Source: an optimization exercise on an open RTL-to-GDS flow (aim: small area, a short achievable clock period and few clock cycles). Production flows keep margins and buffers that such runs may drop.
In this exercise RTL edits were held to simulation tests only and were not proved equivalent to the original.
Power and IR drop assume default switching activity.

==> indigo: inputs <==
## crc_fc_core
module crc_fc_core (
    input  wire        clk,
    input  wire        rst,           
    input  wire        host_en,
    input  wire        host_we,
    input  wire [4:0]  host_addr,     
    input  wire [31:0] host_wdata,
    output reg  [31:0] host_rdata,    
    output reg         buf_en,
    output reg  [3:0]  buf_we,        
    output reg  [13:0] buf_addr,
    output wire [31:0] buf_wdata,
    input  wire [31:0] buf_rdata,     
    output reg         irq
);
    reg [31:0] cmd;
    reg        busy, done, rej;
    reg        err_any, err_rng;      
    reg        ie;
    reg [15:0] crc;
    reg [15:0] desc_count;
    reg [31:0] arg0, arg1, arg2, arg3;
    reg [31:0] res0, res1;
    reg [3:1]  res2;                  
    reg [15:0] res3;
    reg        r0c;                   
    reg [31:0] field [0:15];
    reg        ex;                    
    reg        rd;                    
    reg        d1_v, d1_first, d1_last;    
    reg        w_v, w_last;           
    reg [1:0]  w_sp;                  
    reg [31:0] word;                  
    reg        tw1, tw2;              
    reg [7:0]  wa, wb;                
    assign buf_wdata = {wa, wb, wa, wb};
    wire [3:0] errcode = {1'b0, err_any, err_any, err_rng};
  ...
clock: 10.0 ns
lec_check: 0
cap_margin: 20
core_margin: 2
core_utilization: 40
slew_margin: 20
standard.sh (not shown) runs the stock make flow with config.mk's settings and CLKGATE_MAP_FILE= SYNTH_SCRIPT=/design/flow/synth_recipe.tcl, a recipe that flattens the netlist after the stock synthesis.
==> flow/flow/run.sh <==
#!/bin/bash
set -euo pipefail
export SETUP_SLACK_MARGIN=6.5
bash standard.sh > standard.log 2>&1
==> garnet (differences from indigo) <==
--- a/flow/design.v
+++ b/flow/design.v
@@ -239,18 +239,16 @@
             word <= {24'd0, arg0[7:0]};
             w_sp <= 2'd3;
         end else begin
             word <= aligned;
             w_sp <= sp;
         end
         w_last   <= d1_last;
-        if (ex) begin
-            lastw <= lw_base - {13'd0, lw_dec};
-            tq    <= fsel ? arg0[1:0] + 2'd1 : e_sum[1:0] - 2'd1;
-        end
+        lastw <= lw_base - {13'd0, lw_dec};
+        tq    <= fsel ? arg0[1:0] + 2'd1 : e_sum[1:0] - 2'd1;
         d1_first <= ex;
         d1_last  <= last_rd;
         if (rst) begin
             busy    <= 1'b0;
             done    <= 1'b0;
             rej     <= 1'b0;
             err_any <= 1'b0;
==> flow/flow/run.sh (replaced) <==
#!/bin/bash
# The standard layout (standard.sh: ORFS synthesis, floorplan, place, CTS, route, finish)
# with the design's SDC unchanged. Only layout knobs differ from the defaults:
#  - every port still gets a buffer, but a plain buf_2 instead of a delay cell;
#  - CTS clusters up to 20 sinks within 100 um per leaf buffer and inserts no dummy loads.
set -euo pipefail
export SETUP_SLACK_MARGIN=6.5
export BUFFER_PORTS_ARGS="-buffer_cell sky130_fd_sc_hd__buf_2"
export CTS_ARGS="-sink_clustering_enable -repair_clock_nets -dont_use_dummy_load -sink_clustering_size 20 -sink_clustering_max_diameter 100"
bash standard.sh > standard.log 2>&1
==> reports/results.tsv <==
metric	value	unit
top cell type's share of synthesized area	0.493	
Power, Total	9930	uW
worst-case reg-to-reg path depth	11	
first-pass GRT wire length	278000	um
outcome	finished clean	
post-DP HPWL	123000	um
# the run above: indigo

==> reports/results.tsv <==
metric	value	unit
worst-case reg-to-reg path depth	12	
outcome	finished clean	
first-pass GRT wire length	265000	um
Buffers, non-clock	348	
top cell type's share of synthesized area	0.485	
Power, Total	8330	uW
post-DP HPWL	124000	um
fin util	0.457	
drt pass-1 iters	8	
Switching Power	2400	uW
Synth Flop Type	edfxtp_1	
clk_skew	0.106	ns
# the run above: garnet

Testbench counts of indigo, summed over its fixed seeds: cycles 14,693.
Testbench counts of garnet, summed over its fixed seeds: cycles 14,693.


==> inputs of run a <==
crc_fc_core, a different RTL version from the one above (not shown whole).
Design crc_fc_core, start of the top module:
module crc_fc_core (
    input  wire        clk,
    input  wire        rst,           
    input  wire        host_en,
    input  wire        host_we,
    input  wire [4:0]  host_addr,     
    input  wire [31:0] host_wdata,
    output reg  [31:0] host_rdata,    
    output reg         buf_en,
    output reg  [3:0]  buf_we,        
    output reg  [13:0] buf_addr,
    output wire [31:0] buf_wdata,
    input  wire [31:0] buf_rdata,     
    output reg         irq
);
==> flow/config.mk <==
export PLATFORM = sky130hd
export DESIGN_NAME = crc_fc_core
export DESIGN_NICKNAME = crc_fc_core
export VERILOG_FILES = /design/flow/design.v
export SDC_FILE = /design/flow/constraint.sdc
export NUM_CORES = 4
export LEC_CHECK = 0
export CAP_MARGIN = 20
export CORE_MARGIN = 2
export CORE_UTILIZATION = 50
export SLEW_MARGIN = 20
==> flow/constraint.sdc <==
create_clock -name core_clock -period 10.0 [get_ports {clk}]
set_input_delay 2.0000 -clock core_clock [delete_from_list [all_inputs] [get_ports {clk}]]
set_output_delay 2.0000 -clock core_clock [all_outputs]
set_load 0.01 [all_outputs]
==> flow/flow/run.sh <==
#!/bin/bash
# The standard layout (standard.sh: ORFS synthesis, floorplan, place, CTS, route, finish)
# with the design's SDC unchanged. Only layout knobs differ from the defaults:
#  - every port still gets a buffer, but a plain buf_2 instead of a delay cell;
#  - CTS clusters up to 20 sinks within 100 um per leaf buffer and inserts no dummy loads.
set -euo pipefail
export SETUP_SLACK_MARGIN=6.6
export BUFFER_PORTS_ARGS="-buffer_cell sky130_fd_sc_hd__buf_2"
export CTS_ARGS="-sink_clustering_enable -repair_clock_nets -dont_use_dummy_load -sink_clustering_size 20 -sink_clustering_max_diameter 100"
bash standard.sh > standard.log 2>&1
==> run b (differences from run a) <==
--- a/flow/design.v
+++ b/flow/design.v
@@ -178,36 +178,33 @@
         if (rst | hsel[8])  arg0 <= wdm;
         if (rst | hsel[9])  arg1 <= wdm;
         if (rst | hsel[10]) arg2 <= wdm;
         if (rst | hsel[11]) arg3 <= wdm;
         if (rst | hsel[4])  desc_count <= wdm[15:0];
         if (rst | (accept)) cmd <= wdm;
     end
-    wire [31:0] ra = 32'd1 << host_addr;
-    reg  [31:0] rmux;
-    integer r;
-    always @(*) begin
-        rmux = ({32{ra[0]}}  & cmd) |
-               ({32{ra[1]}}  & {24'd0, errcode, 1'b0, rej, done, busy}) |
-               ({32{ra[2]}}  & {31'd0, ie}) |
-               ({32{ra[3]}}  & {16'd0, crc}) |
-               ({32{ra[4]}}  & {16'd0, desc_count}) |
-               ({32{ra[8]}}  & arg0) |
-               ({32{ra[9]}}  & arg1) |
-               ({32{ra[10]}} & arg2) |
-               ({32{ra[11]}} & arg3) |
-               ({32{ra[12]}} & (r0c ? {16'd0, crc} : res0)) |
-               ({32{ra[13]}} & res1) |
-               ({32{ra[14]}} & {28'd0, res2, 1'b0}) |
-               ({32{ra[15]}} & {16'd0, res3});
-        for (r = 0; r < 16; r = r + 1)
-            rmux = rmux | ({32{ra[16 + r]}} & field[r]);
+    always @(posedge clk) begin
+        case (host_addr)
+            5'd0:  host_rdata <= cmd;
+            5'd1:  host_rdata <= {24'd0, errcode, 1'b0, rej, done, busy};
+            5'd2:  host_rdata <= {31'd0, ie};
+            5'd3:  host_rdata <= {16'd0, crc};
+            5'd4:  host_rdata <= {16'd0, desc_count};
+            5'd8:  host_rdata <= arg0;
+            5'd9:  host_rdata <= arg1;
+            5'd10: host_rdata <= arg2;
+            5'd11: host_rdata <= arg3;
+            5'd12: host_rdata <= r0c ? {16'd0, crc} : res0;
+            5'd13: host_rdata <= res1;
+            5'd14: host_rdata <= {28'd0, res2, 1'b0};
+            5'd15: host_rdata <= {16'd0, res3};
+            5'd5, 5'd6, 5'd7: host_rdata <= 32'd0;
+            default: host_rdata <= field[host_addr[3:0]];
+        endcase
     end
-    always @(posedge clk)
-        host_rdata <= rmux;
     wire r0_pack = ok & op_pack;
     wire r0_a0   = ok & ((op_ph & sub[1]) | (op_sc & sub[0]));
     wire r0_enc  = ok & op_ph & ~sub[1] & ~dec;
     wire r0_dec  = ok & op_ph & ~sub[1] & dec;
     wire r0_sc   = ok & op_sc & ~sub[0];
     wire r0_crc  = hsel[3] & r0c;
     wire [31:0] r0_val = ({32{r0_pack}} & pack_word) |
==> qor summary <==
Cells after DPL: run b 4326; run a 4366
Switching share of power: run b 27.83%; run a 27.90%
Worst Path Max Fanout: run b 54; run a 33
Multi-input gate area: run b 15580 µm²; run a 15370 µm²
Data arrival time of the worst path: run b 3.83 ns; run a 3.81 ns
Count of different cell masters after synthesis: run b 71; run a 74
Antenna violations before repair: run b 9; run a 13
Highest ir drop seen on vdd: run b 0.1588 mV; run a 0.1333 mV
Met2 track demand over resource in global routing: run b 59.64%; run a 61.10%
Global Route met1 Usage: run b 51.30%; run a 56.60%
Avg Cell Area, Syn: run b 12.85 µm²; run a 12.68 µm²
FILL cells: run b 6749; run a 6647
Capture point of the worst path: run b field[4][31]$_DFFE_PP_; run a field[0][9]$_DFFE_PP_
Clk pwr share: run b 26.8%; run a 26.7%
Total global-route track usage: run b 39.42%; run a 42.65%
Total number of vias: run b 32840; run a 33860
Outcome: run b complete, no violations; run a complete, no violations
Die ar.: run b 86480 µm²; run a 86520 µm²
Number of instances in the synthesized netlist: run b 3273; run a 3320
Mux contribution to synthesized area: run b 2.174%; run a 2.354%
Testbench counts of run a, summed over its fixed seeds: cycles 14,693.
Testbench counts of run b, summed over its fixed seeds: cycles 14,693.

-- what the ideal ports hide --
In the flow no input, the clock included, has a driving cell. The finished layouts below were timed again as built, in two steps.
Step 1: set_driving_cell puts a clkbuf_16 on clk and a buf_2 on each other input, an assumption about the parent block.
Step 2 adds t to the input delays and takes it off the output delays; t is the mean of the earliest and latest rising clock arrival at the registers after step 1. Input paths then give back, and output paths get back, about the clock's delay inside the block.
a / b / c = ideal / step 1 / step 2; a / b = the first two.
| run | t (ns) | setup WS [ns] | hold slack, ns | worst setup path after step 2 | worst slew at a driven data input, ns |
|---|---|---|---|---|---|
| indigo | 0.777 | 6.364 / 6.352 / 5.575 | 0.396 / 0.396 / 0.396 | input to register | 0.16 |
| garnet | 0.754 | 6.462 / 6.402 / 5.648 | 0.442 / 0.442 / 0.442 | input to register | 0.23 |
| run a | 0.695 | 6.501 / 6.381 / 5.686 | 0.414 / 0.414 / 0.414 | input to register | 0.33 |
| run b | 0.728 | 6.536 / 6.394 / 5.666 | 0.428 / 0.428 / 0.428 | input to register | 0.23 |
After both steps every run listed still meets setup and hold. For run b, which loses most, drivers alone change the setup slack by -0.142 ns; drivers and shift together by -0.870 ns.
